What follows belongs to an exercise in optimizing a design on an open flow for small area, a short achievable clock period and few clock cycles per item; a production flow would make more cautious choices. RTL that was checked went through simulation tests only; none was proved equivalent to the original. For runs 1, 2 and 4 to 6, only the layout was checked, not whether the RTL still works.

==> flow/design.v, too long to show whole: its modules and the start of the top module <==
// module gz_isqrt: 13 lines
// module gz_add: 41 lines
// module gz_cordic: 44 lines
// module gz_recur: 832 lines
// module gz_post: 101 lines
// module gz_core: 36 lines
module gz_core (
  input  wire        clk,
  input  wire        rst,
  input  wire [17:0] cfg_coef,
  input  wire [17:0] cfg_sin,
  input  wire [7:0]  cfg_nm1,
  input  wire        in_valid,
  output wire        in_ready,
  input  wire [15:0] in_data,
  output wire        out_valid,
  input  wire        out_ready,
  output wire [31:0] out_re,
  output wire [31:0] out_im,
  output wire [31:0] out_mag,
  output wire [15:0] out_ph
);
  // ...
==> flow/flow/run.sh <==
#!/bin/bash
# The standard layout, with the timing repair asked to reach a setup
# slack of SETUP_SLACK_MARGIN ns at the design's clock (the clock, constraints
# and every other setting stay the standard flow's own).
set -euo pipefail
bash standard.sh SETUP_SLACK_MARGIN=7 finish > flow_make.log 2>&1
==> flow/standard.sh <==
#!/bin/bash
# synth_recipe.tcl (not shown) runs the flow's synth.tcl, then flattens the netlist and writes it again
# the make line also repeats each setting of config.mk as NAME=value (left out here)
make -C /OpenROAD-flow-scripts/flow DESIGN_CONFIG=/design/flow/config.mk WORK_HOME=/design/flow/orfs CLKGATE_MAP_FILE= SYNTH_SCRIPT=/design/flow/synth_recipe.tcl "${@:-finish}"
==> flow/config.mk <==
export PLATFORM = sky130hd
export DESIGN_NAME = gz_core
export DESIGN_NICKNAME = gz_core
export VERILOG_FILES = /design/flow/design.v
export SDC_FILE = /design/flow/constraint.sdc
export NUM_CORES = 4
export LEC_CHECK = 0
export CAP_MARGIN = 20
export CORE_MARGIN = 2
export CORE_UTILIZATION = 40
export PLACE_DENSITY = 0.6
export SLEW_MARGIN = 20
==> flow/constraint.sdc <==
create_clock -name core_clock -period 14.0 [get_ports {clk}]
set_input_delay 2.8000 -clock core_clock [delete_from_list [all_inputs] [get_ports {clk}]]
set_output_delay 2.8000 -clock core_clock [all_outputs]
set_load 0.01 [all_outputs]
==> metrics.md, run 1 <==
| Metric | Value |
|---|---|
| Outcome | `finished clean` |
| FFs & Latches | `roughly 360` |
| Synth cell types | `81` |
| DRC | `0` |
| Multi-input gates | `roughly 3400` |
| Vias in the first global route | `between 30000 and 40000` |
| Largest family of logic cells by synthesized area | `adder cells` |
| Multi-input logic area | `between 0.03 and 0.04 mm²` |
| Worst skew pair latency | `around 0.70 ns` |
| Post-route ant nets | `0` |
| Final hold vios | `0` |
| Mux cell area share after synthesis | `approximately 7%` |
| Share of layout cells above drive strength 1 | `11.1%` |
| Synth top cells by count | `inv_1, nand2_1, fa_1` |
| Total wire length | `152000 µm` |
| Io pins | `178` |
| Critical path buffer and inverter count | `7` |
| Clock buf/inv share | `between 3 and 4%` |
| Period Utilization, post-route | `approximately half` |
| XOR/XNOR Fraction of Synth Area | `about a tenth` |
| Synthesized Nets | `approximately 5500` |
| Layout non-clock buf frac | `approximately 7.3%` |
| Synth Area per Inst | `~9 µm²` |
| Synth top area share | `approximately 19%` |
==> inputs of run 2 (changes only) <==
--- a/flow/config.mk
+++ b/flow/config.mk
@@ -5,6 +5,7 @@
 export SDC_FILE = /design/flow/constraint.sdc
 export NUM_CORES = 4
 export LEC_CHECK = 0
+export ABC_AREA = 1
 export CAP_MARGIN = 20
 export CORE_MARGIN = 2
 export CORE_UTILIZATION = 40
==> run 2 against run 1 <==
Still clean on timing, DRC and antenna. Utilization down 0.93 points. Non-clock buffer count down 88. Setup slack better by 0.085 ns. Sequential share of layout area up 0.054 points. Register-to-register slack better by 0.09 ns. Die area up 1.8%. Synthesized cell count up 20%. Largest cell class unchanged.
==> metrics.md, run 2 <==
| Metric | Value |
|---|---|
| Utilization after layout | `about 45%` |
| Hpwl dp | `127000 µm` |
| Core ar. | `between 0.1 and 0.15 mm²` |
| Worst skew pair latency | `0.66 ns (-0.04 ns)` |
| 1st-iter DRT viols | `4636` |
| Vias in the first global route | `40100 (+11%)` |
| Top reg by flops | `u_post.s` |
| Synth area leaders | `edfxtp_1, fa_1, nand2_1` |
| WS Path Type | `register to register` |
| Worst Hold Class | `register to register` |
| Port bufs | `177` |
| Avg Vias per Cell | `approximately 5.6` |
| Final Skew | `approximately 0.034 ns` |
| Worst-margin pin slew | `~1.2 ns` |
| Avg WL per Cell | `roughly 23 µm` |
| Placed cell areas | `roughly 0.048 mm²` |
| Hold Buf Count CTS | `0` |
| Count leader, synth | `nand2_1` |
| Crit-path slowest cell | `fa_1` |
| Largest net degree at the start of global routing | `around 190` |
| Total gr overflow | `0` |
| Critical path fanouts, max | `24` |
| Largest registers | `u_post.s (65), u_post.x (34), u_post.y (34)` |
| Die Ht | `about 340 µm` |
| Row count | `between 100 and 150` |
| Die area | `approximately 0.12 mm²` |
| First-pass GRT wire length | `between 200000 and 300000 µm` |
| Layout area overhead | `11.2%` |
| Maximum buffer depth of the clock tree | `3` |
| Outcome | `finished clean` |
| Synthesized Nets | `6456 (+17%)` |
| Total negative slack | `0 ns` |
| CTS tree | `done` |
| Nets | `between 6000 and 7000` |
| Total number of vias | `40700` |
| Final Wtd Congestion | `about 1` |
| CP Launch Type | `register` |
| H-tree depth | `2` |
| RSZ-0062 raised after global routing | `true` |
| Final hold vios | `0 (unchanged)` |
| Critical path arrival | `around 7.2 ns` |
| Hold Path Depth | `2` |
| Tot GR Track Use | `28.9%` |
| Max-cap viol count | `0` |
| Worst Reg-to-Reg Cells | `24` |
| EDFF count, synth | `~270` |
| Ys Warns | `7` |
| Drt pass-1 iters | `6` |
| Worst-path clk slew | `0.06 ns` |
| Leading cell type in the layout, fill and taps excluded | `nand2_1` |
| Total clock sinks | `~360` |
| Critical Path Max Stage Delay | `between 0.5 and 0.6 ns` |
| Tmin final | `6.86 ns` |
| Synth top area share | `18.2% (-0.32 points)` |
| Io pins | `178 (unchanged)` |
| Syn Inst Count | `between 5000 and 6000` |
| Post-route ant nets | `0 (unchanged)` |
| DIE WIDTH | `about 340 µm` |
| Root buffer cell | `clkbuf_16` |
| Total CTS buffers | `47` |
| Max_slew headroom | `between 20% and 30%` |
| Slew Viols, Final | `0` |
| Most frequent cells in the layout | `nand2_1, inv_1, xor2_1` |
| Synth top cells by count | `nand2_1, inv_1, xor2_1` |
| Max Fclk | `around 150 MHz` |
| Initial Util | `40.2%` |
| Worst Setup End Kind | `register` |
| CP required | `approximately 14 ns` |
| Synth cell types | `61 (-25%)` |
| Share of layout cells above drive strength 1 | `5.81% (-5.3 points)` |
| Final instance area | `between 0.05 and 0.06 mm²` |
| Synth Area per Inst | `7.88 µm² (-15%)` |
| Sequential share of the synthesized area | `21.9%` |
| Fraction of registers with async set/reset | `0%` |
| Total wire length | `170000 µm (+12%)` |
| Max reg flops | `65` |
| Synth area leader | `edfxtp_1` |
| Post-synthesis instance area | `between 0.04 and 0.05 mm²` |
| Final setup vio count | `0` |
| Main synth FF type | `edfxtp_1` |
| DRC | `0 (unchanged)` |
| Crit-path cells | `clkbuf_8, clkinvlp_4, buf_4, xor2_1, fa_1, inv_1, ha_1, inv_1, fa_1, fa_1, inv_1, fa_1, inv_1, fa_1, inv_1, ha_1, a21o_1, a21oi_1, o21ai_0, a21oi_1, nand3_2, a21oi_1, nand2_1, and2_1` |
| Period Utilization, post-route | `49.0% (-0.61 points)` |
| #FFs+latches synth | `roughly 360` |
| Initial antenna violation count | `3` |
run 2: layer usage:
| layer | vias up | GRT usage (%) | share of wire (%) | routed length, µm |
|---|---|---|---|---|
| li1 | 18600 | - | - | - |
| met1 | 19500 | 37.8 | 41 | 68800 |
| met2 | 2161 | 46.4 | 45 | 76600 |
| met3 | 405 | 5.89 | 9.8 | 16600 |
| met4 | 2 | 11.9 | 4.5 | 7630 |
| met5 | - | 0 | 0.0094 | 16 |
run 2: final cells by class:
type,count,area [µm²]
Timing Repair Buffer,283,2710
Inverter,1007,3860
Clock buffer,54,1240
Clock inverter,34,484
Fill cell,11200,62100
Sequential cell,357,9880
Tap cell,1500,1880
Multi-Input combinational cell,4044,30000
Antenna cell,2,5.00
run 2: through the flow:
step / instances / setup slack (ns) / hold WS (ns)
after floorplan: 5718 / 7.75 / 0.396
after global placement: 7167 / 6.44 / 0.402
after detailed placement: 7167 / 6.71 / 0.410
after CTS: 7264 / 7.00 / 0.430
after global routing: 7279 / 6.98 / 0.452
final: 7281 / 7.14 / 0.424
run 2: worst paths after layout:
check,slack (ns),to,from
min reg2reg,0.42,u_post.s[2],u_post.s[0]
max reg2reg,7.14,u_post.re[25],u_recur.c_neg[6]
max,7.14,u_post.re[25],u_recur.c_neg[6]
min,0.42,u_post.s[2],u_post.s[0]
run 2: critical path, delay by kind of cell, from the launching register on:
family | cells | cell delay, ns
buffers and inverters | 8 | 1.08
AOI/OAI and AO/OA | 5 | 1.11
xor gates and xnor gates | 1 | 0.17
DFF | 1 | 0.33
and+or+nand+nor | 3 | 0.72
adders and majority gates | 7 | 3.10
run 2: what timing repair did:
action,CTS,global route
setup buffers,9,14
setup endpoints to repair,79,107
gates resized for setup,28,61
pin swaps,0,1
run 2: logic make-up after synthesis:
logic type | Yosys count | synth area share (%)
muxes | 75 | 1.67
xor gates and xnor gates | 508 | 9.89
buffers and inverters | 1317 | 11.8
adders and majority gates | 674 | 24.8
and+or+nand+nor | 1682 | 15.1
DFF | 357 | 21.9
AOI/OAI and AO/OA | 1105 | 14.8
==> module gz_add, before the edit <==
module gz_add #(parameter W = 36) (
  input  wire [W-1:0] a,
  input  wire [W-1:0] b,
  input  wire         ci,
  output wire [W-1:0] s
);
  localparam L = $clog2(W);
  wire [W-1:0] p = a ^ b;
  wire [W-1:0] g0 = a & b;
  wire [W:0] gg [0:2*L];
  wire [W:0] pp [0:2*L];
  assign gg[0] = {g0, ci};
  assign pp[0] = {p, 1'b0};
  genvar lv, i;
  generate
    for (lv = 0; lv < L; lv = lv + 1) begin : up
      for (i = 0; i <= W; i = i + 1) begin : n
        if (((i + 1) % (2 << lv)) == 0) begin : c
          assign gg[lv+1][i] = gg[lv][i] | (pp[lv][i] & gg[lv][i - (1 << lv)]);
          assign pp[lv+1][i] = pp[lv][i] & pp[lv][i - (1 << lv)];
        end else begin : k
          assign gg[lv+1][i] = gg[lv][i];
          assign pp[lv+1][i] = pp[lv][i];
        end
      end
    end
    for (lv = L - 2; lv >= 0; lv = lv - 1) begin : dn
      for (i = 0; i <= W; i = i + 1) begin : n
        if (((i + 1) % (2 << lv)) == (1 << lv) && i >= (2 << lv)) begin : c
          assign gg[2*L-1-lv][i] = gg[2*L-2-lv][i] | (pp[2*L-2-lv][i] & gg[2*L-2-lv][i - (1 << lv)]);
          assign pp[2*L-1-lv][i] = pp[2*L-2-lv][i] & pp[2*L-2-lv][i - (1 << lv)];
        end else begin : k
          assign gg[2*L-1-lv][i] = gg[2*L-2-lv][i];
          assign pp[2*L-1-lv][i] = pp[2*L-2-lv][i];
        end
      end
    end
  endgenerate
  wire [W:0] cy = gg[2*L-1];
  assign s = p ^ cy[W-1:0];
endmodule
==> inputs of run 3 (changes only) <==
--- a/flow/design.v
+++ b/flow/design.v
@@ -17,7 +17,7 @@
   input  wire         ci,
   output wire [W-1:0] s
 );
-  localparam L = $clog2(W);
+  localparam L = (W > 32) ? 6 : (W > 16) ? 5 : (W > 8) ? 4 : 3;    
   wire [W-1:0] p = a ^ b;
   wire [W-1:0] g0 = a & b;
   wire [W:0] gg [0:2*L];
--- a/flow/config.mk
+++ b/flow/config.mk
@@ -5,7 +5,6 @@
 export SDC_FILE = /design/flow/constraint.sdc
 export NUM_CORES = 4
 export LEC_CHECK = 0
-export ABC_AREA = 1
 export CAP_MARGIN = 20
 export CORE_MARGIN = 2
 export CORE_UTILIZATION = 40
==> run 3 against run 2 <==
Still clean on timing, DRC and antenna. Critical path depth rose by 2. Final cell count fell by 13%. Register-to-register slack got worse by 0.09 ns. Sequential cell count did not move. Fmax fell by 1.2%. Setup slack got worse by 0.085 ns. Global-route usage fell by 2.7 points. Final area rose by 0.27%. Critical endpoint is now u_post.x[22].
==> metrics.md, run 3 <==
| Metric | Value |
|---|---|
| Synth area leaders | `edfxtp_1, fa_1, ha_1` |
| Initial antenna violation count | `6 (+3)` |
| Crit-path slowest cell | `fa_1` |
| Final setup vio count | `0 (unchanged)` |
| # fillers | `10700 (-4.6%)` |
| Synth area leader | `edfxtp_1` |
| Root buffer cell | `clkbuf_16` |
| Share of layout cells above drive strength 1 | `11.1% (+5.3 points)` |
| Layout area overhead | `13.5%` |
| Final hold vios | `0 (unchanged)` |
| CTS tree | `done` |
| Largest registers | `u_post.s (65), u_post.x (34), u_post.y (34)` |
| Global route hottest layer | `met2` |
| Count leader, synth | `inv_1` |
| Period Utilization, post-route | `49.6% (+0.61 points)` |
| Synth Area per Inst | `9.26 µm² (+17%)` |
| Die area | `0.113 mm² (-1.7%)` |
| Total negative slack | `0 ns (unchanged)` |
| Slew Viols, Final | `0 (unchanged)` |
| Vias in the first global route | `36200 (-9.6%)` |
| Worst Setup End Kind | `register` |
| Total gr overflow | `0 (unchanged)` |
| Row count | `122 (-0.81%)` |
| Max reg flops | `65 (unchanged)` |
| Sequential share of the synthesized area | `22.3% (+0.39 points)` |
| Drt pass-1 iters | `6 (unchanged)` |
| Most frequent cells in the layout | `inv_1, nand2_1, fa_1` |
| Placed insts | `6158 (-14%)` |
| CP dominant cell by count | `fa_1` |
| Final Wtd Congestion | `0.957 (-4.1%)` |
| Hold Buf Count CTS | `0 (unchanged)` |
| Max Fclk | `144 MHz (-1.2%)` |
| Post-route ant nets | `0 (unchanged)` |
| Total wire length | `152000 µm (-11%)` |
| Total CTS buffers | `46 (-2.1%)` |
| DIE WIDTH | `337 µm (-0.87%)` |
| CP required | `14.37 ns (about the same)` |
| Post-synthesis instance area | `0.0443 mm² (-1.8%)` |
| 1st-iter DRT viols | `3869 (-17%)` |
| Worst Reg-to-Reg Cells | `26 (+8.3%)` |
| Total clock sinks | `357 (unchanged)` |
| RSZ-0062 raised after global routing | `true` |
| Maximum buffer depth of the clock tree | `3 (unchanged)` |
| Worst Hold Class | `register to register` |
| Critical path arrival | `7.31 ns (+0.10 ns)` |
| Worst-path clk slew | `0.07 ns (about the same)` |
| Synth cell types | `81 (+33%)` |
| CP Launch Type | `register` |
| Met3 usage | `5.35% (-0.54 points)` |
| Avg Vias per Cell | `5.85 (+4.8%)` |
| M2 GR Usage | `41.2% (-5.2 points)` |
| WS Path Type | `register to register` |
| Total number of vias | `37100 (-8.6%)` |
| Tot GR Track Use | `26.1% (-2.7 points)` |
| Hold Path Depth | `2 (unchanged)` |
| Syn Inst Count | `4782 (-16%)` |
| Stages on worst setup path | `26 (+8.3%)` |
| # diodes | `0 (-2)` |
| Critical path fanouts, max | `8 (-67%)` |
| Outcome | `finished clean` |
| Largest net degree at the start of global routing | `73 (-61%)` |
| Leading cell type in the layout, fill and taps excluded | `inv_1` |
| GR met1 Demand/Resource | `35.0% (-2.8 points)` |
| Worst-margin pin slew | `1.15 ns (-0.0299 ns)` |
| #FFs+latches synth | `357 (unchanged)` |
| Initial Util | `40.2% (about the same)` |
| Hpwl dp | `107000 µm (-16%)` |
| Nets | `5563 (-14%)` |
| Synth top area share | `18.5% (+0.32 points)` |
| Finished Layout Cells | `6349 (-13%)` |
| CP top delay family | `adder cells` |
| Synth top cells by count | `inv_1, nand2_1, fa_1` |
| Tmin final | `6.94 ns (+0.0852 ns)` |
| Core ar. | `0.110 mm² (-1.8%)` |
| Fraction of registers with async set/reset | `0% (unchanged)` |
| Avg WL per Cell | `23.9 µm (+2.6%)` |
| Critical path buffer and inverter count | `7 (-1)` |
| Die Ht | `337 µm (-0.87%)` |
| Main synth FF type | `edfxtp_1` |
| Critical Path Max Stage Delay | `0.55 ns (+0.04 ns)` |
| Final Skew | `0.106 ns (+0.0720 ns)` |
| EDFF count, synth | `273 (unchanged)` |
| DRC | `0 (unchanged)` |
| Max_slew headroom | `23.3% (+2.5 points)` |
| Port bufs | `177 (unchanged)` |
| Synthesized Nets | `5520 (-14%)` |
| H-tree depth | `2 (unchanged)` |
| Worst hold margin | `0.422 ns (-0.00229 ns)` |
| Worst skew pair latency | `0.70 ns (+0.04 ns)` |
| Max-cap viol count | `0 (unchanged)` |
| Ys Warns | `7 (unchanged)` |
| Io pins | `178 (unchanged)` |
| First-pass GRT wire length | `226000 µm (-11%)` |
| Top reg by flops | `u_post.s` |
run 3: cell count changes after synthesis, moves of 65 or more:
cell,before,now
a221oi_1,4,69
mux2_2,0,89
a22oi_1,5,284
xnor2_1,77,290
inv_1,953,605
nand3_1,137,48
clkbuf_1,163,257
nor2_1,294,197
xor2_1,430,214
nand2_1,1115,399
o22ai_1,334,19
run 3: stage by stage:
stage	utilization, %	setup WS [ns]	area (µm²)
floorplan	-	7.13	44300
global placement	42.6	6.06	47000
detailed placement	42.6	5.96	47000
CTS	44.7	6.99	49300
global route	45.6	6.84	50300
finish	45.6	7.06	50300
run 3: cell families after synthesis:
family	count (synthesis)	share of synthesized area [%]
compound gates	1149	17.4
xor+xnor	505	10.0
buf+inv	988	8.91
fa+ha+maj	674	25.3
flops	357	22.3
mux	229	7.12
simple gates	880	8.92
run 3: final cells by class:
class | instances | area (µm²) | share of cell area (%)
clock inverter | 27 | 387 | 0.769
sequential | 357 | 9880 | 19.7
tap | 1488 | 1860 | 3.71
multi-input combinational | 3438 | 30900 | 61.5
timing repair buffer | 371 | 3680 | 7.33
clock buffer | 57 | 1240 | 2.47
inverter | 611 | 2290 | 4.56
run 3: worst paths after layout:
check	from	endpoint	slack, ns
max reg2reg	u_recur.c_one[2]	u_post.x[22]	7.06
min reg2reg	u_post.s[42]	u_post.s[44]	0.42
max	u_recur.c_one[2]	u_post.x[22]	7.06
min	u_post.s[42]	u_post.s[44]	0.42
run 3: routing by layer:
| layer | part of all wire [%] | wire length [µm] |
|---|---|---|
| met1 | 40 | 61400 |
| met2 | 46 | 69400 |
| met3 | 9.4 | 14300 |
| met4 | 4.3 | 6510 |
| met5 | 0.030 | 46 |
run 3: repair_timing:
item,in CTS,in global routing
buffers inserted,49,49
endpoints found under the setup margin,155,122
pin swaps,6,30
cloned,2,7
gates resized for setup,54,90
run 3: worst reg2reg max path: stages, from the launching register on:
cell      delay (ns)
edfxtp_1        0.45
buf_12          0.19
a22oi_2         0.21
xor2_1          0.13
fa_1            0.55
inv_1           0.04
ha_1            0.27
inv_1           0.06
fa_1            0.54
inv_1           0.05
fa_1            0.45
fa_1            0.54
inv_2           0.04
fa_1            0.54
inv_2           0.05
ha_4            0.20
a21o_1          0.15
a21o_1          0.15
a221o_1         0.44
and2_1          0.18
a221o_2         0.39
o21ai_1         0.13
or3b_4          0.39
a21boi_2        0.18
xor2_2          0.17
buf_4           0.14
a21oi_1         0.06
Testbench counts of run 3, summed over its fixed seeds: cycles 12,870, items 96.
==> module gz_post, before the edit <==
module gz_post (
  input  wire        clk,
  input  wire        rst,
  input  wire        re_v,
  input  wire        im_v,
  input  wire [31:0] res_re,
  input  wire [31:0] res_im,
  output wire        post_free,
  output wire        out_valid,
  input  wire        out_ready,
  output wire [31:0] out_re,
  output wire [31:0] out_im,
  output wire [31:0] out_mag,
  output wire [15:0] out_ph
);
  localparam S_IDLE = 2'd0, S_SQ = 2'd1, S_RT = 2'd2, S_DONE = 2'd3;
  reg  [1:0]  st;
  reg  [4:0]  k;
  reg  [31:0] re;
  reg  [31:0] im;
  reg  [64:0] s;       
  reg  [33:0] x;       
  reg  [33:0] y;       
  reg  [15:0] z;
  assign post_free = (st == S_IDLE);
  wire [32:0] re_e = {re, 1'b0};
  wire [32:0] im_e = {im, 1'b0};
  wire [2:0]  dre  = re_e >> {k[3:0], 1'b0};
  wire [2:0]  dim  = im_e >> {k[3:0], 1'b0};
  function [34:0] bpp;
    input [2:0]  dg;
    input [31:0] v;
    reg one, two;
    reg [34:0] m;
    begin
      one = dg[1] ^ dg[0];
      two = (dg[2] & ~dg[1] & ~dg[0]) | (~dg[2] & dg[1] & dg[0]);
      m   = ({35{one}} & {{3{v[31]}}, v}) | ({35{two}} & {{2{v[31]}}, v, 1'b0});
      bpp = m ^ {35{dg[2]}};
    end
  endfunction
  wire [34:0] h    = (k == 5'd0) ? 35'd0 : {{2{s[64]}}, s[64:32]};
  wire [34:0] pa   = bpp(dre, re);
  wire [34:0] pb   = bpp(dim, im);
  wire [34:0] cs_s = h ^ pa ^ pb;
  wire [34:0] cs_c = (h & pa) | (h & pb) | (pa & pb);
  wire [34:0] ssum;
  gz_add #(35) u_sadd (.a(cs_s), .b({cs_c[33:0], dre[2]}), .ci(dim[2]), .s(ssum));
  wire        nm = im[31];
  wire [33:0] cx, cy;
  wire [15:0] cz;
  wire [15:0] z0 = (k == 5'd0) ? {nm, 15'd0} : z;
  gz_cordic u_cordic (
    .x(x), .y(y), .z(z0), .i(k[3:0]), .nm(nm),
    .xn(cx), .yn(cy), .zn(cz)
  );
  wire zero = (re == 32'd0) && (im == 32'd0);
  wire [32:0] rn;
  wire        rb;
  gz_isqrt u_sqrt (
    .rem(y[32:0]), .rbits(s[63:62]), .r(x[31:0]), .rem_n(rn), .bit_n(rb)
  );
  always @(posedge clk) begin
    if (rst) begin
      st <= S_IDLE;
    end else begin
      case (st)
        S_IDLE: if (im_v) begin st <= S_SQ; k <= 5'd0; end
        S_SQ:   begin
          k <= k + 5'd1;
          if (k == 5'd15) begin st <= S_RT; k <= 5'd0; end
        end
        S_RT:   begin k <= k + 5'd1; if (k == 5'd31) st <= S_DONE; end
        S_DONE: if (out_ready) st <= S_IDLE;
      endcase
    end
  end
  always @(posedge clk) begin
    if (re_v) re <= res_re;
    if (im_v) im <= res_im;
    if (st == S_SQ) s <= {ssum, s[31:2]};
    else            s <= {s[62:0], 2'b00};
    if (re_v)                            y <= {{2{res_re[31]}}, res_re};
    else if (st == S_SQ && k != 5'd15)   y <= cy;
    else if (st == S_SQ)                 y <= 34'd0;
    else if (!im_v)                      y <= {1'b0, rn};
    if (im_v)                            x <= {{2{res_im[31]}}, res_im};
    else if (st == S_SQ && k != 5'd15)   x <= cx;
    else if (st == S_SQ)                 x <= 34'd0;
    else if (st == S_RT)                 x <= {x[32:0], rb};
    if (st == S_SQ) begin
      if (k != 5'd15)  z <= cz;
      else if (zero)   z <= 16'd0;
    end
  end
  assign out_valid = (st == S_DONE);
  assign out_re    = re;
  assign out_im    = im;
  assign out_mag   = x[31:0];
  assign out_ph    = z;
endmodule
==> inputs of run 4 (changes only) <==
--- a/flow/design.v
+++ b/flow/design.v
@@ -980,8 +980,10 @@
   wire [33:0] cx, cy;
   wire [15:0] cz;
   wire [15:0] z0 = (k == 5'd0) ? {nm, 15'd0} : z;
+  wire [33:0] xi = (k == 5'd0) ? {{2{im[31]}}, im} : x;
+  wire [33:0] yi = (k == 5'd0) ? {{2{re[31]}}, re} : y;
   gz_cordic u_cordic (
-    .x(x), .y(y), .z(z0), .i(k[3:0]), .nm(nm),
+    .x(xi), .y(yi), .z(z0), .i(k[3:0]), .nm(nm),
     .xn(cx), .yn(cy), .zn(cz)
   );
   wire zero = (re == 32'd0) && (im == 32'd0);
@@ -1010,12 +1012,10 @@
     if (im_v) im <= res_im;
     if (st == S_SQ) s <= {ssum, s[31:2]};
     else            s <= {s[62:0], 2'b00};
-    if (re_v)                            y <= {{2{res_re[31]}}, res_re};
-    else if (st == S_SQ && k != 5'd15)   y <= cy;
+    if (st == S_SQ && k != 5'd15)        y <= cy;
     else if (st == S_SQ)                 y <= 34'd0;
-    else if (!im_v)                      y <= {1'b0, rn};
-    if (im_v)                            x <= {{2{res_im[31]}}, res_im};
-    else if (st == S_SQ && k != 5'd15)   x <= cx;
+    else                                 y <= {1'b0, rn};
+    if (st == S_SQ && k != 5'd15)        x <= cx;
     else if (st == S_SQ)                 x <= 34'd0;
     else if (st == S_RT)                 x <= {x[32:0], rb};
     if (st == S_SQ) begin
--- a/flow/config.mk
+++ b/flow/config.mk
@@ -5,6 +5,7 @@
 export SDC_FILE = /design/flow/constraint.sdc
 export NUM_CORES = 4
 export LEC_CHECK = 0
+export ABC_AREA = 1
 export CAP_MARGIN = 20
 export CORE_MARGIN = 2
 export CORE_UTILIZATION = 40
==> run 4 against run 3 <==
Via count grew 5.0%. Clock-buffer cell count grew 6. Synthesized area shrank 1.7%. First-iteration DRC count shrank 0.28%. Fmax shrank 0.19%.
==> metrics.md, run 4 <==
| Metric | Value |
|---|---|
| Core ar. | `0.108 mm² (-2.5%)` |
| 1st-iter DRT viols | `3858 (-0.28%)` |
| H-tree depth | `2 (unchanged)` |
| Utilization after layout | `44.9% (-0.66 points)` |
| Io pins | `178 (unchanged)` |
| Total wire length | `162000 µm (+6.7%)` |
| Root buffer cell | `clkbuf_16` |
| Worst-path clk slew | `0.06 ns (about the same)` |
| Max_slew headroom | `30.3% (+7.0 points)` |
| Sequential share of the synthesized area | `21.9% (-0.39 points)` |
| Maximum buffer depth of the clock tree | `3 (unchanged)` |
| # diodes | `0 (unchanged)` |
| Total gr overflow | `0 (unchanged)` |
| Max Fclk | `144 MHz (-0.19%)` |
| Avg Vias per Cell | `5.65 (-3.4%)` |
| Worst-margin pin slew | `1.05 ns (-0.100 ns)` |
| CP required | `14.48 ns (+0.11 ns)` |
| Synthesized Nets | `6205 (+12%)` |
| Synth top cells by count | `nand2_1, inv_1, xor2_1` |
| Placed insts | `6792 (+10%)` |
| Largest registers | `u_post.s (65), u_post.x (34), u_post.y (34)` |
| Drt pass-1 iters | `6 (unchanged)` |
| Syn Inst Count | `5468 (+14%)` |
| Worst Setup End Kind | `register` |
| Synth area leader | `fa_1` |
| Max-cap viol count | `0 (unchanged)` |
| Worst skew pair latency | `0.65 ns (-0.05 ns)` |
| Post-synthesis instance area | `0.0435 mm² (-1.7%)` |
| Synth top area share | `16.9% (-1.6 points)` |
| EDFF count, synth | `239 (-12%)` |
| Avg WL per Cell | `23.5 µm (-1.8%)` |
| Total clock sinks | `357 (unchanged)` |
| Leading cell type in the layout, fill and taps excluded | `nand2_1` |
| Most frequent cells in the layout | `nand2_1, inv_1, xor2_1` |
| Post-route ant nets | `0 (unchanged)` |
| Critical path arrival | `7.44 ns (+0.13 ns)` |
| Period Utilization, post-route | `49.7% (+0.097 points)` |
| Tmin final | `6.96 ns (+0.0135 ns)` |
| CTS tree | `done` |
| Ys Warns | `7 (unchanged)` |
| Row count | `120 (-1.6%)` |
| Vias in the first global route | `38400 (+5.9%)` |
| #FFs+latches synth | `357 (unchanged)` |
| Largest net degree at the start of global routing | `73 (unchanged)` |
| Worst hold margin | `0.422 ns (+0.000254 ns)` |
| Total number of vias | `39000 (+5.0%)` |
| Layout area overhead | `11.0%` |
| Tot GR Track Use | `28.6% (+2.5 points)` |
| Top reg by flops | `u_post.s` |
| RSZ-0062 raised after global routing | `true` |
| Final setup vio count | `0 (unchanged)` |
| Final Skew | `0.0375 ns (-0.0686 ns)` |
| Nets | `6198 (+11%)` |
| Share of layout cells above drive strength 1 | `5.42% (-5.7 points)` |
| Total negative slack | `0 ns (unchanged)` |
| Initial antenna violation count | `1 (-5)` |
| CP Launch Type | `register` |
| Count leader, synth | `nand2_1` |
| Port bufs | `177 (unchanged)` |
| Critical path fanouts, max | `19 (+11)` |
| Finished Layout Cells | `6901 (+8.7%)` |
| First-pass GRT wire length | `242000 µm (+7.3%)` |
| Total CTS buffers | `46 (unchanged)` |
| Synth area leaders | `fa_1, edfxtp_1, xor2_1` |
| Worst setup margin | `7.04 ns (-0.0135 ns)` |
| Outcome | `finished clean` |
| Synth Area per Inst | `7.96 µm² (-14%)` |
| Initial Util | `40.5% (+0.29 points)` |
| DIE WIDTH | `334 µm (-0.87%)` |
| Hpwl dp | `121000 µm (+13%)` |
| Max reg flops | `65 (unchanged)` |
| Main synth FF type | `edfxtp_1` |
| DRC | `0 (unchanged)` |
| Slew Viols, Final | `0 (unchanged)` |
| Final Wtd Congestion | `1.01 (+5.8%)` |
| Fraction of registers with async set/reset | `0% (unchanged)` |
| WS Path Type | `register to register` |
| Die area | `0.111 mm² (-1.7%)` |
| Final hold vios | `0 (unchanged)` |
| Die Ht | `334 µm (-0.87%)` |
| Worst Hold Class | `register to register` |
| DP Worst Slack | `5.49 ns (-0.464 ns)` |
| Synth cell types | `61 (-25%)` |
run 4: cell count changes in the layout (fill, tap and decap cells not counted), sizes merged, moves of 95 or more:
cell and change:
buf -95, xnor2 -215, o22ai +407, xor2 +266, a21oi -97, inv +316, a22oi -284, o21ai +161
nand2 +596
run 4: worst paths after layout:
path	endpoint	start	slack (ns)	depth (start not counted)
worst max-delay path	u_recur.d1[16]	u_recur.d1[13]	7.04	24
worst min-delay path	u_post.s[2]	u_post.s[0]	0.42	2
worst max register to register	u_recur.d1[16]	u_recur.d1[13]	7.04	24
worst min register to register	u_post.s[2]	u_post.s[0]	0.42	2
run 4: area by class of cell:
cell class	count	area [µm²]
fillers	10800	59200
multi-input cells	3825	29200
flip-flops and latches	357	9540
inverters	962	3700
repair buffers	268	2570
well taps	1403	1760
clock buffers	63	1380
clock inverters	22	191
repair inverters	1	5.00
run 4: critical path, stage by stage, from the launching register on:
cell and delay, ns:
edfxtp_1 0.36, clkinv_2 0.38, o22ai_1 0.37, xor2_1 0.13
fa_1 0.52, inv_1 0.04, ha_1 0.26, inv_1 0.05
fa_1 0.58, inv_1 0.07, fa_1 0.49, inv_1 0.05
fa_1 0.46, fa_1 0.49, inv_1 0.04, ha_1 0.33
a21oi_1 0.21, inv_1 0.06, a21oi_1 0.28, o21ai_0 0.19
a221oi_1 0.28, nand2_1 0.19, xor2_1 0.76, nand2_1 0.12
nand2_1 0.09
run 4: cells by family (layout without fill, tap and decap cells):
family | after synthesis | count (layout) | synth area share [%]
multiplexers | 15 | 15 | 0.348
flip-flops | 357 | 357 | 21.9
buffers and inverters | 1288 | 1316 | 11.7
AO/OA/AOI/OAI | 1172 | 1172 | 16.0
adder cells (fa/ha/maj) | 673 | 673 | 25.7
XOR/XNOR | 556 | 556 | 11.4
AND/OR/NAND/NOR | 1407 | 1409 | 13.0
run 4: through the flow:
step                      cell area, µm²
after global routing               48300
after floorplan                    43500
after detailed placement           46100
after CTS                          47900
final                              48300
after global placement             46100
run 4: metal layers:
layer	track usage (%)	wire [µm]	vias to the layer above
met3	7.13	16400	425
met1	37.5	66500	18700
met2	43.8	69400	1998
li1	-	-	17800
met4	14.5	9530	2
met5	0	13	-
run 4: repair_timing:
| action | 4_1_cts | 5_1_grt |
|---|---|---|
| cloned | 2 | 1 |
| gates resized for setup | 46 | 75 |
| hold endpoints to repair | 0 | 0 |
| hold buffers | 0 | 0 |
| endpoints found under the setup margin | 148 | 100 |
| pin swaps | 1 | 2 |
| setup buffers | 11 | 10 |
==> inputs of run 5 (changes only) <==
--- a/flow/config.mk
+++ b/flow/config.mk
@@ -8,6 +8,6 @@
 export ABC_AREA = 1
 export CAP_MARGIN = 20
 export CORE_MARGIN = 2
-export CORE_UTILIZATION = 40
-export PLACE_DENSITY = 0.6
+export CORE_UTILIZATION = 55
+export PLACE_DENSITY = 0.7
 export SLEW_MARGIN = 20
==> run 5 against run 4 <==
Synthesized area unchanged. Synthesized cell count unchanged. First-iteration DRC count grew 20%. Still clean on timing, DRC and antenna. Critical path depth down 2. Final area down 0.57%. Register-to-register slack improved by 0.07 ns.
==> metrics.md, run 5 <==
| Metric | Value |
|---|---|
| Avg WL per Cell | `23.3 µm (-0.74%)` |
| Tmin final | `6.89 ns (-0.0661 ns)` |
| Synth area leader | `fa_1` |
| Largest net degree at the start of global routing | `81 (+11%)` |
| 1st-iter DRT viols | `4636 (+20%)` |
| EDFF count, synth | `239 (unchanged)` |
| Io pins | `178 (unchanged)` |
| RSZ-0062 raised after global routing | `true` |
| Tot GR Track Use | `37.1% (+8.5 points)` |
| CP required | `14.45 ns (-0.03 ns)` |
| Port bufs | `177 (unchanged)` |
| Utilization after layout | `61.1% (+16 points)` |
| Worst skew pair latency | `0.64 ns (about the same)` |
| Synth Area per Inst | `7.96 µm² (unchanged)` |
| Outcome | `finished clean` |
| Final setup vio count | `0 (unchanged)` |
| Min-delay src | `u_post.s[1]` |
| Leading cell type in the layout, fill and taps excluded | `nand2_1` |
| Worst Setup End Kind | `register` |
| Worst Reg-to-Reg Cells | `22 (-8.3%)` |
| Vias in the first global route | `39000 (+1.5%)` |
| Main synth FF type | `edfxtp_1` |
| CTS tree | `done` |
| CP Launch Type | `register` |
| Worst-margin pin slew | `1.07 ns (+0.0236 ns)` |
| Final Skew | `0.0435 ns (+0.00602 ns)` |
| Initial Util | `55.3% (+15 points)` |
| Syn Inst Count | `5468 (unchanged)` |
| Synth cell types | `61 (unchanged)` |
| First-pass GRT wire length | `233000 µm (-3.7%)` |
| Final hold vios | `0 (unchanged)` |
| Hold Path Depth | `2 (unchanged)` |
| WS Path Type | `register to register` |
| DRC | `0 (unchanged)` |
| Synth area leaders | `fa_1, edfxtp_1, xor2_1` |
| Worst Hold Class | `register to register` |
| Share of layout cells above drive strength 1 | `5.50% (+0.079 points)` |
| Total number of vias | `39600 (+1.6%)` |
| Total negative slack | `0 ns (unchanged)` |
| Count leader, synth | `nand2_1` |
| Most frequent cells in the layout | `nand2_1, inv_1, xor2_1` |
| Period Utilization, post-route | `49.2% (-0.47 points)` |
| Synthesized Nets | `6205 (unchanged)` |
| Slew Viols, Final | `0 (unchanged)` |
| Crit Reg-Reg Endpoint | `u_recur.d1[15]` |
| Crit path launch | `u_recur.c_two[2]` |
| Drt pass-1 iters | `6 (unchanged)` |
| Avg Vias per Cell | `6.02 (+6.5%)` |
| Synth top cells by count | `nand2_1, inv_1, xor2_1` |
| Post-route ant nets | `0 (unchanged)` |
| Root buffer cell | `clkbuf_16` |
| Worst R2R Start | `u_recur.c_two[2]` |
| Critical path arrival | `7.34 ns (-0.10 ns)` |
| Fraction of registers with async set/reset | `0% (unchanged)` |
| DIE WIDTH | `285 µm (-15%)` |
| Post-synthesis instance area | `0.0435 mm² (unchanged)` |
| Max reg flops | `65 (unchanged)` |
| Top reg by flops | `u_post.s` |
| Layout area overhead | `10.4%` |
| Total CTS buffers | `45 (-2.2%)` |
| Maximum buffer depth of the clock tree | `3 (unchanged)` |
| Total wire length | `153000 µm (-5.3%)` |
| Core ar. | `0.0786 mm² (-27%)` |
| Final Wtd Congestion | `1.05 (+4.0%)` |
| Total clock sinks | `357 (unchanged)` |
| Die Ht | `285 µm (-15%)` |
| Sequential share of the synthesized area | `21.9% (unchanged)` |
| Hold EP | `u_post.s[3]` |
| Critical path fanouts, max | `31 (+12)` |
| Die area | `0.0814 mm² (-27%)` |
| Nets | `6228 (+0.48%)` |
| Total gr overflow | `0 (unchanged)` |
| Hpwl dp | `113000 µm (-6.2%)` |
| R2R setup slack | `7.11 ns (+0.07 ns)` |
| #FFs+latches synth | `357 (unchanged)` |
| Ys Warns | `7 (unchanged)` |
| Largest registers | `u_post.s (65), u_post.x (34), u_post.y (34)` |
| Initial antenna violation count | `2 (+1)` |
| Worst-path clk slew | `0.06 ns (about the same)` |
| Hold Buf Count CTS | `0 (unchanged)` |
| H-tree depth | `2 (unchanged)` |
| Row count | `103 (-14%)` |
| Max Fclk | `145 MHz (+0.96%)` |
| Max_slew headroom | `28.7% (-1.6 points)` |
| Max-cap viol count | `0 (unchanged)` |
| Synth top area share | `16.9% (unchanged)` |
-- run 5: how the worst max path moves through the flow --
stage | endpoint | slack, ns | cells after the start
after floorplan | u_recur.d1[22] | 7.75 | 28
after global placement | u_post.x[30] | 6.55 | 28
after detailed placement | u_post.x[30] | 6.35 | 30
after CTS | u_recur.d1[16] | 6.98 | 25
after global routing | u_recur.d1[15] | 6.95 | 22
final | u_recur.d1[15] | 7.11 | 22
-- run 5: per-stage QoR --
step	hold WS (ns)	area, µm²	setup slack (ns)	instances
final	0.427	48000	7.11	6581
after global placement	0.414	45800	6.55	6452
after CTS	0.432	47500	6.98	6538
after global routing	0.458	48000	6.95	6578
after detailed placement	0.418	45800	6.35	6452
after floorplan	0.396	43500	7.75	5468
-- run 5: critical path, stage by stage (launching register included) --
cell	delay [ns]
edfxtp_1	0.37
inv_1	0.06
buf_4	0.39
o22ai_1	0.19
xor2_1	0.20
fa_1	0.45
fa_1	0.53
fa_1	0.45
fa_1	0.50
inv_1	0.05
fa_1	0.53
inv_1	0.07
fa_1	0.49
inv_1	0.04
ha_1	0.34
nand2_1	0.13
o21ai_0	0.41
a21oi_1	0.17
o21ai_0	0.29
a21oi_1	0.10
xnor2_1	0.73
nand2_1	0.10
nand2_1	0.10
-- run 5: what timing repair did --
action / in CTS / in global routing
gates resized for setup: 19 / 64
cloned: 1 / 2
setup buffers: 1 / 38
hold endpoints to repair: 0 / 0
setup endpoints to repair: 54 / 115
pin swaps: 0 / 3
-- run 5: logic make-up (layout without fill, tap and decap cells) --
group           after synthesis  in the layout  share of synthesized area (%)
xor+xnor                    556            556                           11.4
simple gates               1407           1410                           13.0
flops                       357            357                           21.9
compound gates             1172           1172                           16.0
other cells                   0              3                              0
fa+ha+maj                   673            673                           25.7
mux                          15             15                          0.348
buf+inv                    1288           1345                           11.7
-- run 5: cell type report --
type | instances | area, µm²
Fill cell | 7164 | 30600
Multi-Input combinational cell | 3826 | 29100
Sequential cell | 357 | 9540
Inverter | 962 | 3680
Timing Repair Buffer | 299 | 2820
Tap cell | 1050 | 1310
Clock buffer | 54 | 1200
Clock inverter | 30 | 394
Antenna cell | 3 | 7.51
-- run 5: per-layer routing --
metal / share of wire [%] / vias to the layer above / GRT usage, %
met2: 43 / 2377 / 56.6
met3: 11 / 480 / 7.62
met1: 39 / 18800 / 48.7
li1: - / 17900 / -
met4: 6.8 / 0 / 22.0
met5: 0 / - / 0
==> inputs of run 6 (changes only) <==
--- a/flow/design.v
+++ b/flow/design.v
@@ -952,7 +952,7 @@
   reg  [33:0] x;       
   reg  [33:0] y;       
   reg  [15:0] z;
-  assign post_free = (st == S_IDLE);
+  assign post_free = (st == S_IDLE) || (st == S_DONE && out_ready);
   wire [32:0] re_e = {re, 1'b0};
   wire [32:0] im_e = {im, 1'b0};
   wire [2:0]  dre  = re_e >> {k[3:0], 1'b0};
--- a/flow/config.mk
+++ b/flow/config.mk
@@ -8,6 +8,6 @@
 export ABC_AREA = 1
 export CAP_MARGIN = 20
 export CORE_MARGIN = 2
-export CORE_UTILIZATION = 55
-export PLACE_DENSITY = 0.7
+export CORE_UTILIZATION = 40
+export PLACE_DENSITY = 0.6
 export SLEW_MARGIN = 20
==> run 6 against run 5 <==
Fmax rose by 0.52%. Utilization fell by 16 points. Via count fell by 2.1%. Critical path type unchanged. Largest cell class unchanged.
==> metrics.md, run 6 <==
| Metric | Value |
|---|---|
| Outcome | `finished clean` |
| Io pins | `178 (unchanged)` |
| Synth cell types | `68 (+11%)` |
| CP required | `14.52 ns (+0.07 ns)` |
| Synth area leaders | `fa_1, edfxtp_1, xor2_1` |
| DIE WIDTH | `335 µm (+17%)` |
| Synth area leader | `fa_1` |
| Ys Warns | `7 (unchanged)` |
| Total number of vias | `38800 (-2.1%)` |
| Main synth FF type | `edfxtp_1` |
| Sequential share of the synthesized area | `21.8% (-0.12 points)` |
| Synth top area share | `16.8% (-0.091 points)` |
| Initial antenna violation count | `4 (+2)` |
| Share of layout cells above drive strength 1 | `6.96% (+1.5 points)` |
| Synth Area per Inst | `8.04 µm² (+1.1%)` |
| Leading cell type in the layout, fill and taps excluded | `nand2_1` |
| #FFs+latches synth | `357 (unchanged)` |
| Critical path arrival | `7.38 ns (+0.04 ns)` |
| Port bufs | `177 (unchanged)` |
| Critical Path Max Stage Delay | `0.67 ns (-0.06 ns)` |
| Placed cell areas | `0.0462 mm² (+0.87%)` |
| Period Utilization, post-route | `49.0% (-0.25 points)` |
| Post-route ant nets | `0 (unchanged)` |
| EDFF count, synth | `239 (unchanged)` |
| # fillers | `10900 (+52%)` |
| Avg Vias per Cell | `5.63 (-6.6%)` |
| Synthesized Nets | `6174 (-0.50%)` |
| Largest net degree at the start of global routing | `83 (+2.5%)` |
| Max reg flops | `65 (unchanged)` |
| Total clock sinks | `357 (unchanged)` |
| Initial Util | `40.2% (-15 points)` |
| Vias in the first global route | `38200 (-2.1%)` |
| Root buffer cell | `clkbuf_16` |
| Maximum buffer depth of the clock tree | `3 (unchanged)` |
| Hpwl dp | `122000 µm (+7.6%)` |
| Tot GR Track Use | `28.4% (-8.7 points)` |
| Worst Hold Class | `register to register` |
| Final setup vio count | `0 (unchanged)` |
| Multi-input logic area | `0.0294 mm² (+1.1%)` |
| Most frequent cells in the layout | `nand2_1, inv_1, xor2_1` |
| WS Path Type | `register to register` |
| Worst-margin pin slew | `1.12 ns (+0.0480 ns)` |
| Final hold vios | `0 (unchanged)` |
| Total negative slack | `0 ns (unchanged)` |
| Worst Setup End Kind | `register` |
| DRC | `0 (unchanged)` |
| Drt pass-1 iters | `6 (unchanged)` |
| CTS tree | `done` |
| Max-cap viol count | `0 (unchanged)` |
| Final Skew | `0.0448 ns (+0.00131 ns)` |
| Placed insts | `6764 (+4.8%)` |
| Final Wtd Congestion | `0.992 (-5.7%)` |
| Worst-path clk slew | `0.06 ns (about the same)` |
| Fraction of registers with async set/reset | `0% (unchanged)` |
| RSZ-0062 raised after global routing | `true` |
| Crit-path slowest cell | `xor2_1` |
| Max_slew headroom | `25.5% (-3.2 points)` |
| Avg WL per Cell | `23.5 µm (+0.69%)` |
| H-tree depth | `2 (unchanged)` |
| Total gr overflow | `0 (unchanged)` |
| CP Launch Type | `register` |
| Post-synthesis instance area | `0.0437 mm² (+0.54%)` |
| Seq. cell area | `0.00954 mm² (unchanged)` |
| Worst skew pair latency | `0.65 ns (about the same)` |
| Tmin final | `6.86 ns (-0.0355 ns)` |
| Core ar. | `0.109 mm² (+38%)` |
| Total wire length | `162000 µm (+5.5%)` |
| CP dominant cell by count | `fa_1` |
| Row count | `121 (+17%)` |
| Max Fclk | `146 MHz (+0.52%)` |
| First-pass GRT wire length | `241000 µm (+3.5%)` |
| Nets | `6174 (-0.87%)` |
| Total CTS buffers | `48 (+6.7%)` |
| Count leader, synth | `nand2_1` |
| Final instance area | `0.0486 mm² (+1.2%)` |
| Crit-path cells | `clkinv_2, o22ai_1, xor2_1, fa_1, inv_1, fa_1, fa_1, inv_1, fa_1, fa_1, inv_1, fa_1, inv_1, ha_1, a21oi_1, o21ai_0, a21oi_2, nand3_1, nand2_1, nand2_1, xor2_1, nand2_1, nand2_1` |
| Largest registers | `u_post.s (65), u_post.x (34), u_post.y (34)` |
| Critical path fanouts, max | `19 (-39%)` |
| Finished Layout Cells | `6894 (+4.8%)` |
| Synth top cells by count | `nand2_1, inv_1, xor2_1` |
| 1st-iter DRT viols | `3759 (-19%)` |
| Worst hold margin | `0.418 ns (-0.00942 ns)` |
| Top reg by flops | `u_post.s` |
| Syn Inst Count | `5437 (-0.57%)` |
| Layout area overhead | `11.1%` |
| Die Ht | `335 µm (+17%)` |
| Slew Viols, Final | `0 (unchanged)` |
| Die area | `0.112 mm² (+38%)` |
## run 6: changes by cell type after synthesis, sizes merged, moves of 10 or more
| cell | previous run | this run |
|---|---|---|
| o211ai | 19 | 7 |
| nand4 | 66 | 56 |
| xnor2 | 75 | 43 |
| o21ai | 384 | 394 |
| xor2 | 481 | 507 |
| nor2 | 233 | 254 |
| inv | 930 | 893 |
## run 6: critical path: cells and delay by family, from the launching register on
family	cells	cell delay [ns]
DFF	1	0.37
and+or+nand+nor	5	0.72
AOI/OAI and AO/OA	4	1.06
adders and majority gates	7	3.18
xor gates and xnor gates	2	0.80
buffers and inverters	5	0.61
## run 6: layer usage
metal	vias up	part of all wire (%)	wire, µm	global-route usage, %
li1	17800	-	-	-
met1	18800	41	66800	37.8
met2	1885	45	72700	45.3
met3	340	9.2	14800	5.45
met4	2	4.6	7420	11.6
met5	-	0.0043	7	0
## run 6: cells by family after synthesis
| group | count (synthesis) | synth area share, % |
|---|---|---|
| buf+inv | 1254 | 11.7 |
| compound gates | 1165 | 16.3 |
| simple gates | 1422 | 13.1 |
| xor+xnor | 550 | 11.2 |
| fa+ha+maj | 673 | 25.6 |
| mux | 16 | 0.378 |
| flops | 357 | 21.8 |
## run 6: path summary, 6_finish.rpt
path	start	slack [ns]	cells past startpoint	end
setup / recovery	u_recur.d1[18]	7.14	23	u_recur.d1[9]
hold / removal	u_post.s[15]	0.42	2	u_post.s[17]
setup reg to reg	u_recur.d1[18]	7.14	23	u_recur.d1[9]
hold reg to reg	u_post.s[15]	0.42	2	u_post.s[17]
## run 6: area by class of cell
cell class,instances,area share (%)
flip-flops and latches,357,19.6
diodes,3,0.0154
clock buffers,67,2.81
repair buffers,279,5.60
clock inverters,23,0.553
multi-input cells,3828,60.4
well taps,1414,3.64
inverters,923,7.33
## run 6: what timing repair did
action | 4_1_cts | 5_1_grt
setup buffers | 15 | 17
pin swaps | 0 | 3
setup endpoints to repair | 156 | 90
gates cloned | 2 | 2
resized for setup | 52 | 67
hold buffers | 0 | 0
## run 6: metrics by stage
step | worst slack, ns | util (%)
floorplan | 7.42 | -
finish | 7.14 | 44.7
global route | 6.88 | 44.7
detailed placement | 5.09 | 42.5
CTS | 6.99 | 44.3
global placement | 5.18 | 42.5

-- what the ideal ports hide --
The results above use ideal ports. As a check the final layouts listed here were re-extracted and re-timed, cells and wires unchanged. Step 1: set_driving_cell puts a clkbuf_16 on clk and a buf_2 on each other input, an assumption about the parent block. Step 2 moves the port delays by t, midway between the first and last clock arrival at a register: inputs arrive t later, outputs are due t later. That takes back most of the time a late clock gives input paths. Three values: ideal, step 1, step 2; two values: the first two.
run | t (ns) | setup WS [ns] | worst register clock-pin slew, ns | worst data-port slew with drivers (ns)
run 1 | 0.717 | 7.057 / 7.057 / 6.699 | 0.08 / 0.08 | 0.15
run 2 | 0.721 | 7.142 / 7.142 / 7.142 | 0.07 / 0.07 | 0.05
run 3 | 0.717 | 7.057 / 7.057 / 6.699 | 0.08 / 0.08 | 0.15
run 4 | 0.700 | 7.043 / 7.043 / 7.043 | 0.07 / 0.07 | 0.04
run 5 | 0.683 | 7.109 / 7.109 / 7.109 | 0.07 / 0.07 | 0.05
run 6 | 0.698 | 7.145 / 7.145 / 7.145 | 0.06 / 0.06 | 0.16
After both steps every run listed still meets setup and hold.
